This design comes from an exercise in tuning for small area, a short achievable clock period and few clock cycles on the open sky130 flow, not from production work. At most, simulation tests tie the RTL to the original design; equivalence was not proved. The clock input has no modelled driver; a real chip could not lean on it and would need a root buffer or a full tree. Power is estimated from default activity; no workload was simulated.

== run Y ==
Design cic_core, start of the top module:
module cic_core (
    input  wire sys_clk,
    input  wire block_rst,       
    input  wire dclk_in,         
    input  wire dio_in,          
    input  wire reset_held,      
    input  wire cancel,          
    output reg  dio_drive_low,   
    output reg  terminated,      
    output reg  busy             
);
clock: 15.0 ns
lec_check: 0
cap_margin: 20
core_margin: 2
core_utilization: 40
slew_margin: 20
standard.sh (not shown) runs the stock make flow with config.mk's settings and CLKGATE_MAP_FILE= SYNTH_SCRIPT=/design/flow/synth_recipe.tcl, a recipe that flattens the netlist after the stock synthesis.
==> flow/flow/run.sh <==
#!/bin/bash
# Standard layout, with:
#  - repair_timing aiming for setup slack 11.2 ns (a tighter achieved period)
#    instead of 0,
#  - 70% utilisation,
#  - buf_4 cells as the port buffers (every port is still buffered),
#  - after CTS, a two-level clock tree (flow/post_cts.tcl, flow/rebuild.tcl).
set -euo pipefail
export POST_CTS_TCL="$PWD/flow/post_cts.tcl"
bash standard.sh SETUP_SLACK_MARGIN=11.2 CORE_UTILIZATION=70 \
  "BUFFER_PORTS_ARGS=-buffer_cell sky130_fd_sc_hd__buf_4" \
  "CTS_ARGS=-sink_clustering_enable -repair_clock_nets -dont_use_dummy_load -sink_clustering_size 15 -sink_clustering_max_diameter 60 -buf_list sky130_fd_sc_hd__clkbuf_8 -root_buf sky130_fd_sc_hd__clkbuf_16" \
  finish > run_standard.log 2>&1
==> flow/flow/post_cts.tcl <==
# Run by ORFS's CTS step after clock_tree_synthesis and its repair (the
# POST_CTS_TCL hook): replace TritonCTS's three-level clock tree by a
# two-level one (a root buffer driving ten leaf buffers, all clkbuf_16, each
# leaf serving a balanced cluster of flip-flops), which has a shorter and
# equal clock latency everywhere; then legalise and repair timing again.
source [file join [file dirname [info script]] rebuild.tcl]
rebuild_clock_tree 10 sky130_fd_sc_hd__clkbuf_16 sky130_fd_sc_hd__clkbuf_16
set_propagated_clock [all_clocks]
detailed_placement
estimate_parasitics -placement
repair_timing_helper
detailed_placement
check_placement -verbose
==> flow/flow/rebuild.tcl <==
# Replace the clock tree with two levels: one root buffer drives nleaf leaf
# buffers, each placed at the centre of a k-means cluster of flip-flops.
proc rebuild_clock_tree { nleaf leafbuf rootbuf } {
  set db [ord::get_db]
  set block [ord::get_db_block]
  set clk [$block findNet sys_clk]
  # remove the existing clock buffers, moving their sinks back onto sys_clk
  set sinks {}
  set todo [list $clk]
  set bufs {}
  set loads {}
  while {[llength $todo]} {
    set net [lindex $todo 0]; set todo [lrange $todo 1 end]
    foreach it [$net getITerms] {
      if {[$it getIoType] ne "INPUT"} { continue }
      set inst [$it getInst]
      set mname [[$inst getMaster] getName]
      if {[string match "clkload*" [$inst getName]]} {
        lappend loads $inst
      } elseif {[string match "sky130_fd_sc_hd__clkbuf_*" $mname] && [string match "clkbuf_*" [$inst getName]]} {
        lappend bufs $inst
        set onet [[$inst findITerm X] getNet]
        if {$onet ne "NULL" && $onet ne ""} { lappend todo $onet }
      } else {
        lappend sinks $it
      }
    }
  }
  foreach inst $bufs {
    set onet [[$inst findITerm X] getNet]
    odb::dbInst_destroy $inst
    if {$onet ne "NULL" && $onet ne ""} {
      if {[llength [$onet getITerms]] == 0 || 1} {
        foreach it [$onet getITerms] { $it disconnect }
        odb::dbNet_destroy $onet
      }
    }
  }
  foreach inst $loads { odb::dbInst_destroy $inst }
  foreach it $sinks { catch {$it disconnect}; $it connect $clk }
  puts "removed [llength $bufs] clock buffers, [llength $sinks] sinks"
  # k-means on sink positions
  set pts {}
  foreach it $sinks {
    set b [[$it getInst] getBBox]
    lappend pts [list [expr {([$b xMin]+[$b xMax])/2}] [expr {([$b yMin]+[$b yMax])/2}]]
  }
  set n [llength $pts]
  set order [lsort -integer -index 0 $pts]
  set cent {}
  for {set k 0} {$k < $nleaf} {incr k} { lappend cent [lindex $order [expr {int(($k + 0.5) * $n / $nleaf)}]] }
  for {set iter 0} {$iter < 40} {incr iter} {
    set cap [expr {int(ceil(double($n) / $nleaf)) + 2}]
    set pairs {}
    set i 0
    foreach p $pts {
      for {set k 0} {$k < $nleaf} {incr k} {
        set c [lindex $cent $k]
        lappend pairs [list [expr {abs([lindex $p 0]-[lindex $c 0]) + abs([lindex $p 1]-[lindex $c 1])}] $i $k]
      }
      incr i
    }
    set pairs [lsort -real -index 0 $pairs]
    set asg [lrepeat $n -1]
    set used [lrepeat $nleaf 0]
    set left $n
    foreach pr $pairs {
      lassign $pr d i k
      if {[lindex $asg $i] >= 0 || [lindex $used $k] >= $cap} { continue }
      lset asg $i $k
      lset used $k [expr {[lindex $used $k] + 1}]
      incr left -1
      if {$left == 0} { break }
    }
    set sx [lrepeat $nleaf 0.0]; set sy [lrepeat $nleaf 0.0]; set sc [lrepeat $nleaf 0]
    foreach p $pts a $asg {
      lset sx $a [expr {[lindex $sx $a] + [lindex $p 0]}]
      lset sy $a [expr {[lindex $sy $a] + [lindex $p 1]}]
      lset sc $a [expr {[lindex $sc $a] + 1}]
    }
    for {set k 0} {$k < $nleaf} {incr k} {
      if {[lindex $sc $k] > 0} {
        lset cent $k [list [expr {int([lindex $sx $k]/[lindex $sc $k])}] [expr {int([lindex $sy $k]/[lindex $sc $k])}]]
      }
    }
  }
  puts "cluster sizes: $sc"
  set cx 0; set cy 0
  foreach c $cent { set cx [expr {$cx + [lindex $c 0]}]; set cy [expr {$cy + [lindex $c 1]}] }
  set cx [expr {$cx / $nleaf}]; set cy [expr {$cy / $nleaf}]
  set root [odb::dbInst_create $block [$db findMaster $rootbuf] clkbuf_root]
  $root setLocation $cx $cy
  $root setPlacementStatus PLACED
  set rnet [odb::dbNet_create $block clknet_root]
  $rnet setSigType CLOCK
  foreach it $sinks { $it disconnect }
  [$root findITerm A] connect $clk
  [$root findITerm X] connect $rnet
  for {set k 0} {$k < $nleaf} {incr k} {
    set c [lindex $cent $k]
    set leaf [odb::dbInst_create $block [$db findMaster $leafbuf] clkbuf_leaf_$k]
    $leaf setLocation [lindex $c 0] [lindex $c 1]
    $leaf setPlacementStatus PLACED
    set lnet [odb::dbNet_create $block clknet_leaf_$k]
    $lnet setSigType CLOCK
    [$leaf findITerm A] connect $rnet
    [$leaf findITerm X] connect $lnet
    set ln($k) $lnet
  }
  foreach it $sinks a $asg { $it connect $ln($a) }
}
Run Y did not stop at any stage, and its layout met the timing, design-rule and antenna checks.
Testbench counts of run Y, summed over its fixed seeds: cycles 64,299.
Changes in run C relative to run Y:
==> flow/flow/run.sh <==
#!/bin/bash
# Standard layout, with:
#  - repair_timing aiming for setup slack 11.3 ns (a tighter achieved period)
#    instead of 0,
#  - 70% utilisation,
#  - buf_4 cells as the port buffers (every port is still buffered),
#  - after CTS, a two-level clock tree (flow/post_cts.tcl, flow/rebuild.tcl).
set -euo pipefail
export POST_CTS_TCL="$PWD/flow/post_cts.tcl"
bash standard.sh SETUP_SLACK_MARGIN=11.3 CORE_UTILIZATION=70 \
  "BUFFER_PORTS_ARGS=-buffer_cell sky130_fd_sc_hd__buf_4" \
  "CTS_ARGS=-sink_clustering_enable -repair_clock_nets -dont_use_dummy_load -sink_clustering_size 15 -sink_clustering_max_diameter 60 -buf_list sky130_fd_sc_hd__clkbuf_8 -root_buf sky130_fd_sc_hd__clkbuf_16" \
  finish > run_standard.log 2>&1
==> flow/flow/post_cts.tcl <==
# Run by ORFS's CTS step after clock_tree_synthesis and its repair (the
# POST_CTS_TCL hook): replace TritonCTS's three-level clock tree by a
# two-level one (two root buffers driving ten leaf buffers, all clkbuf_16, each
# leaf serving a balanced cluster of flip-flops), which has a shorter and
# equal clock latency everywhere; then legalise and repair timing again.
source [file join [file dirname [info script]] rebuild.tcl]
rebuild_clock_tree 10 sky130_fd_sc_hd__clkbuf_16 sky130_fd_sc_hd__clkbuf_16 2
set_propagated_clock [all_clocks]
detailed_placement
estimate_parasitics -placement
repair_timing_helper
detailed_placement
check_placement -verbose
-- flow/flow/rebuild.tcl --
<<< run Y, line 1
# Replace the clock tree with two levels: one root buffer drives nleaf leaf
# buffers, each placed at the centre of a k-means cluster of flip-flops.
proc rebuild_clock_tree { nleaf leafbuf rootbuf } {
  set db [ord::get_db]
  set block [ord::get_db_block]
>>> run C, line 1
# Replace the clock tree with two levels: one root buffer drives nleaf leaf
# buffers, each placed at the centre of a k-means cluster of flip-flops.
proc rebuild_clock_tree { nleaf leafbuf rootbuf {nroot 1} } {
  set db [ord::get_db]
  set block [ord::get_db_block]
<<< run Y, line 86
  }
  puts "cluster sizes: $sc"
  set cx 0; set cy 0
  foreach c $cent { set cx [expr {$cx + [lindex $c 0]}]; set cy [expr {$cy + [lindex $c 1]}] }
  set cx [expr {$cx / $nleaf}]; set cy [expr {$cy / $nleaf}]
  set root [odb::dbInst_create $block [$db findMaster $rootbuf] clkbuf_root]
  $root setLocation $cx $cy
  $root setPlacementStatus PLACED
  set rnet [odb::dbNet_create $block clknet_root]
  $rnet setSigType CLOCK
  foreach it $sinks { $it disconnect }
  [$root findITerm A] connect $clk
  [$root findITerm X] connect $rnet
  for {set k 0} {$k < $nleaf} {incr k} {
    set c [lindex $cent $k]
>>> run C, line 86
  }
  puts "cluster sizes: $sc"
  # leaves split among nroot root buffers by x position; the clock port
  # drives the roots
  set lorder [lsort -integer -index 1 [lmap c $cent k [lrange [lsearch -all $cent *] 0 end] {list $k [lindex $c 0]}]]
  set rnets {}
  for {set r 0} {$r < $nroot} {incr r} {
    set mine [lrange $lorder [expr {$r * $nleaf / $nroot}] [expr {($r + 1) * $nleaf / $nroot - 1}]]
    set cx 0; set cy 0
    foreach m $mine { set c [lindex $cent [lindex $m 0]]; set cx [expr {$cx + [lindex $c 0]}]; set cy [expr {$cy + [lindex $c 1]}] }
    set cx [expr {$cx / [llength $mine]}]; set cy [expr {$cy / [llength $mine]}]
    set root [odb::dbInst_create $block [$db findMaster $rootbuf] clkbuf_root_$r]
    $root setLocation $cx $cy
    $root setPlacementStatus PLACED
    set rnet [odb::dbNet_create $block clknet_root_$r]
    $rnet setSigType CLOCK
    [$root findITerm A] connect $clk
    [$root findITerm X] connect $rnet
    foreach m $mine { set rootof([lindex $m 0]) $rnet }
  }
  foreach it $sinks { $it disconnect }
  for {set k 0} {$k < $nleaf} {incr k} {
    set c [lindex $cent $k]
<<< run Y, line 104
    set lnet [odb::dbNet_create $block clknet_leaf_$k]
    $lnet setSigType CLOCK
    [$leaf findITerm A] connect $rnet
    [$leaf findITerm X] connect $lnet
    set ln($k) $lnet
>>> run C, line 112
    set lnet [odb::dbNet_create $block clknet_leaf_$k]
    $lnet setSigType CLOCK
    [$leaf findITerm A] connect $rootof($k)
    [$leaf findITerm X] connect $lnet
    set ln($k) $lnet
## What came out
- For run Y and run C, there was not a single run that failed to finish clean.
- Aggregate routed wire length: higher on run C
- In terms of post-route standard cell area excluding fillers, run C and run Y differ only marginally.
- Comparing run Y against run C, there is no change at all in placeable core region.
- Run C against run Y: switching part of the total power now smaller; maximum vdd ir drop now sits at about the same level; via count has increased.
In every run of this note, the design's own scripts or RTL, not TritonCTS, make the clock network.


== P ==
Another version of the RTL of cic_core (not shown whole).
Size in the first run: ~9 I/O pins, ~10000 um^2 of cells after synthesis.
Design cic_core, start of the top module:
module cic_core (
    input  wire sys_clk,
    input  wire block_rst,       
    input  wire dclk_in,         
    input  wire dio_in,          
    input  wire reset_held,      
    input  wire cancel,          
    output reg  dio_drive_low,   
    output reg  terminated,      
    output reg  busy             
);
    localparam [92:0] PRE_BITS =
        93'b111101000111001111110000100001001010001101011111010001110010000001011110010011100101111011000;
    localparam [3:0]
        ST_WAIT  = 4'd0,
        ST_PRE   = 4'd2,    
        ST_DRAIN = 4'd3,    
        ST_CMD   = 4'd4,    
        ST_CPAD  = 4'd5,    
        ST_CWR   = 4'd6,    
        ST_VMARK = 4'd7,    
        ST_VRD   = 4'd8,    
        ST_VSYNC = 4'd9,    
        ST_VWR   = 4'd10,   
        ST_RACK  = 4'd11,   
        ST_DIE   = 4'd12;   
    reg  [3:0]   st;            
    reg  [6:0]   cnt;           
    reg          wait_act;      
  ...
==> flow/config.mk <==
export PLATFORM = sky130hd
export DESIGN_NAME = cic_core
export DESIGN_NICKNAME = cic_core
export VERILOG_FILES = /design/flow/design.v
export SDC_FILE = /design/flow/constraint.sdc
export NUM_CORES = 4
export LEC_CHECK = 0
export CAP_MARGIN = 20
export CORE_MARGIN = 2
export CORE_UTILIZATION = 40
export SLEW_MARGIN = 20
==> flow/constraint.sdc <==
create_clock -name core_clock -period 15.0 [get_ports {sys_clk}]
set_input_delay 3.0000 -clock core_clock [delete_from_list [all_inputs] [get_ports {sys_clk}]]
set_output_delay 3.0000 -clock core_clock [all_outputs]
set_load 0.01 [all_outputs]
==> flow/flow/run.sh <==
#!/bin/bash
# Standard layout, with:
#  - repair_timing aiming for setup slack 11.2 ns (a tighter achieved period)
#    instead of 0,
#  - 70% utilisation,
#  - buf_4 cells as the port buffers (every port is still buffered),
#  - after CTS, a two-level clock tree (flow/post_cts.tcl, flow/rebuild.tcl).
set -euo pipefail
export POST_CTS_TCL="$PWD/flow/post_cts.tcl"
bash standard.sh SETUP_SLACK_MARGIN=11.2 CORE_UTILIZATION=70 \
  "BUFFER_PORTS_ARGS=-buffer_cell sky130_fd_sc_hd__buf_4" \
  "CTS_ARGS=-sink_clustering_enable -repair_clock_nets -dont_use_dummy_load -sink_clustering_size 15 -sink_clustering_max_diameter 60 -buf_list sky130_fd_sc_hd__clkbuf_8 -root_buf sky130_fd_sc_hd__clkbuf_16" \
  finish > run_standard.log 2>&1
Other scripts of this flow, unchanged in this note and not shown: flow/flow/post_cts.tcl, flow/flow/rebuild.tcl
P completed every stage of the flow, and the final layout passed the timing, design-rule and antenna checks.
> inputs changed (P -> Q)
-- flow/flow/run.sh --
<<< P, line 3
#  - repair_timing aiming for setup slack 11.2 ns (a tighter achieved period)
>>> Q, line 3
#  - repair_timing aiming for setup slack 11 ns (a tighter achieved period)
<<< P, line 10
bash standard.sh SETUP_SLACK_MARGIN=11.2 CORE_UTILIZATION=70 \
>>> Q, line 10
bash standard.sh SETUP_SLACK_MARGIN=11 CORE_UTILIZATION=70 \
--- outcome ---
Comparing P against Q, there is no change at all in count of non-CTS inverters in the layout. Delta(worst hold slack, Q - P) > 0. Lower switching component of the power was reported by Q, not P. The final reports for Q and P show fill cell total of the finished layout higher in the former. Setup slack: lower on Q. Comparing Q and P, the higher biggest fanout along the worst timing path is on Q. Q: proportion of layout cells with a drive suffix above 1 0.43 points below P. Power of the sequential group essentially unchanged between Q and P.
No run of this note included a check of the RTL's function; only the layout flow was run. In every run of this note, the design's own scripts or RTL, not TritonCTS, make the clock network.


cic_core, a different RTL version from the one above (not shown whole).
For scale: roughly 250 flip-flops, ~10000 um2 of cells after synthesis.
Design cic_core, start of the top module:
module cic_core (
    input  wire sys_clk,
    input  wire block_rst,       
    input  wire dclk_in,         
    input  wire dio_in,          
    input  wire reset_held,      
    input  wire cancel,          
    output reg  dio_drive_low,   
    output reg  terminated,      
    output reg  busy             
);
    localparam [92:0] PRE_BITS =
        93'b111101000111001111110000100001001010001101011111010001110010000001011110010011100101111011000;
    localparam [3:0]
        ST_WAIT  = 4'd0,
        ST_TERM  = 4'd1,    
        ST_PRE   = 4'd2,    
        ST_DRAIN = 4'd3,    
        ST_CMD   = 4'd4,    
        ST_CPAD  = 4'd5,    
        ST_CWR   = 4'd6,    
        ST_VMARK = 4'd7,    
        ST_VRD   = 4'd8,    
        ST_VSYNC = 4'd9,    
        ST_VWR   = 4'd10,   
        ST_RACK  = 4'd11,   
        ST_DIE   = 4'd12;   
    reg  [3:0]   st;            
    reg  [6:0]   cnt;           
    reg          wait_act;      
    reg          cap_q;         
    reg          rbit;          
  ...
clock: 15.0 ns
lec_check: 0
cap_margin: 20
core_margin: 2
core_utilization: 40
slew_margin: 20
==> flow/flow/run.sh <==
#!/bin/bash
# Standard layout, with:
#  - repair_timing aiming for setup slack 11 ns (a tighter achieved period)
#    instead of 0,
#  - 70% utilisation,
#  - buf_4 cells as the port buffers (every port is still buffered),
#  - a clock tree of clkbuf_8 leaf buffers (at most 15 flip-flops each)
#    under clkbuf_16.
set -euo pipefail
bash standard.sh SETUP_SLACK_MARGIN=11 CORE_UTILIZATION=70 \
  "BUFFER_PORTS_ARGS=-buffer_cell sky130_fd_sc_hd__buf_4" \
  "CTS_ARGS=-sink_clustering_enable -repair_clock_nets -sink_clustering_size 15 -sink_clustering_max_diameter 60 -buf_list sky130_fd_sc_hd__clkbuf_8 -root_buf sky130_fd_sc_hd__clkbuf_16" \
  finish > run_standard.log 2>&1
The baseline completed without violations.
Testbench counts at the start, summed over its fixed seeds: cycles 64,299.
Edit:
==> flow/flow/run.sh (replaced) <==
#!/bin/bash
# Standard layout, with repair_timing aiming for setup slack 11 ns (a
# tighter achieved period) instead of 0.
set -euo pipefail
bash standard.sh SETUP_SLACK_MARGIN=11 CTS_CLUSTER_SIZE=30 CTS_CLUSTER_DIAMETER=60 CORE_UTILIZATION=70 finish > run_standard.log 2>&1
After rerunning:
- The new run ran to the end with no violations
- final cell count is lower slightly
- sequential cell count stays the same
- area after synthesis is unchanged
- worst setup slack gains 0.0095 ns
- design area is higher slightly
- global-route usage stays flat
- clock skew stays flat
- utilization is higher by 0.84 points
- via count is lower by a few percent
- sequential share of layout area is lower by 0.54 points
- worst hold slack gains 0.013 ns

## separate check: timing with driven ports
In the flow no input, the clock included, has a driving cell. The finished layouts below were timed again as built, in two steps. Step 1: set_driving_cell puts a clkbuf_16 on sys_clk and a buf_2 on each other input, an assumption about the parent block. Step 2 moves the port delays by t, midway between the first and last clock arrival at a register: inputs arrive t later, outputs are due t later. That takes back most of the time a late clock gives input paths. Slacks: ideal / step 1 / step 2; pairs: ideal / step 1.
run | t, ns | slack for setup (ns) | hold slack, ns
run Y | 0.443 | 11.139 / 11.099 / 11.066 | 0.328 / 0.328 / 0.328
run C | 0.384 | 11.218 / 11.163 / 11.068 | 0.327 / 0.327 / 0.327
P | 0.433 | 11.169 / 11.129 / 10.930 | 0.327 / 0.327 / 0.327
Q | 0.428 | 11.124 / 11.106 / 10.708 | 0.333 / 0.333 / 0.333
the first run of note 3 | 0.524 | 11.050 / 11.002 / 10.934 | 0.317 / 0.317 / 0.317
the second run of note 3 | 0.527 | 11.059 / 11.015 / 10.681 | 0.330 / 0.330 / 0.330
After both steps every run listed still meets setup and hold. The setup slack of Q, which loses most, moves by -0.018 ns with the drivers and by -0.416 ns with both steps.
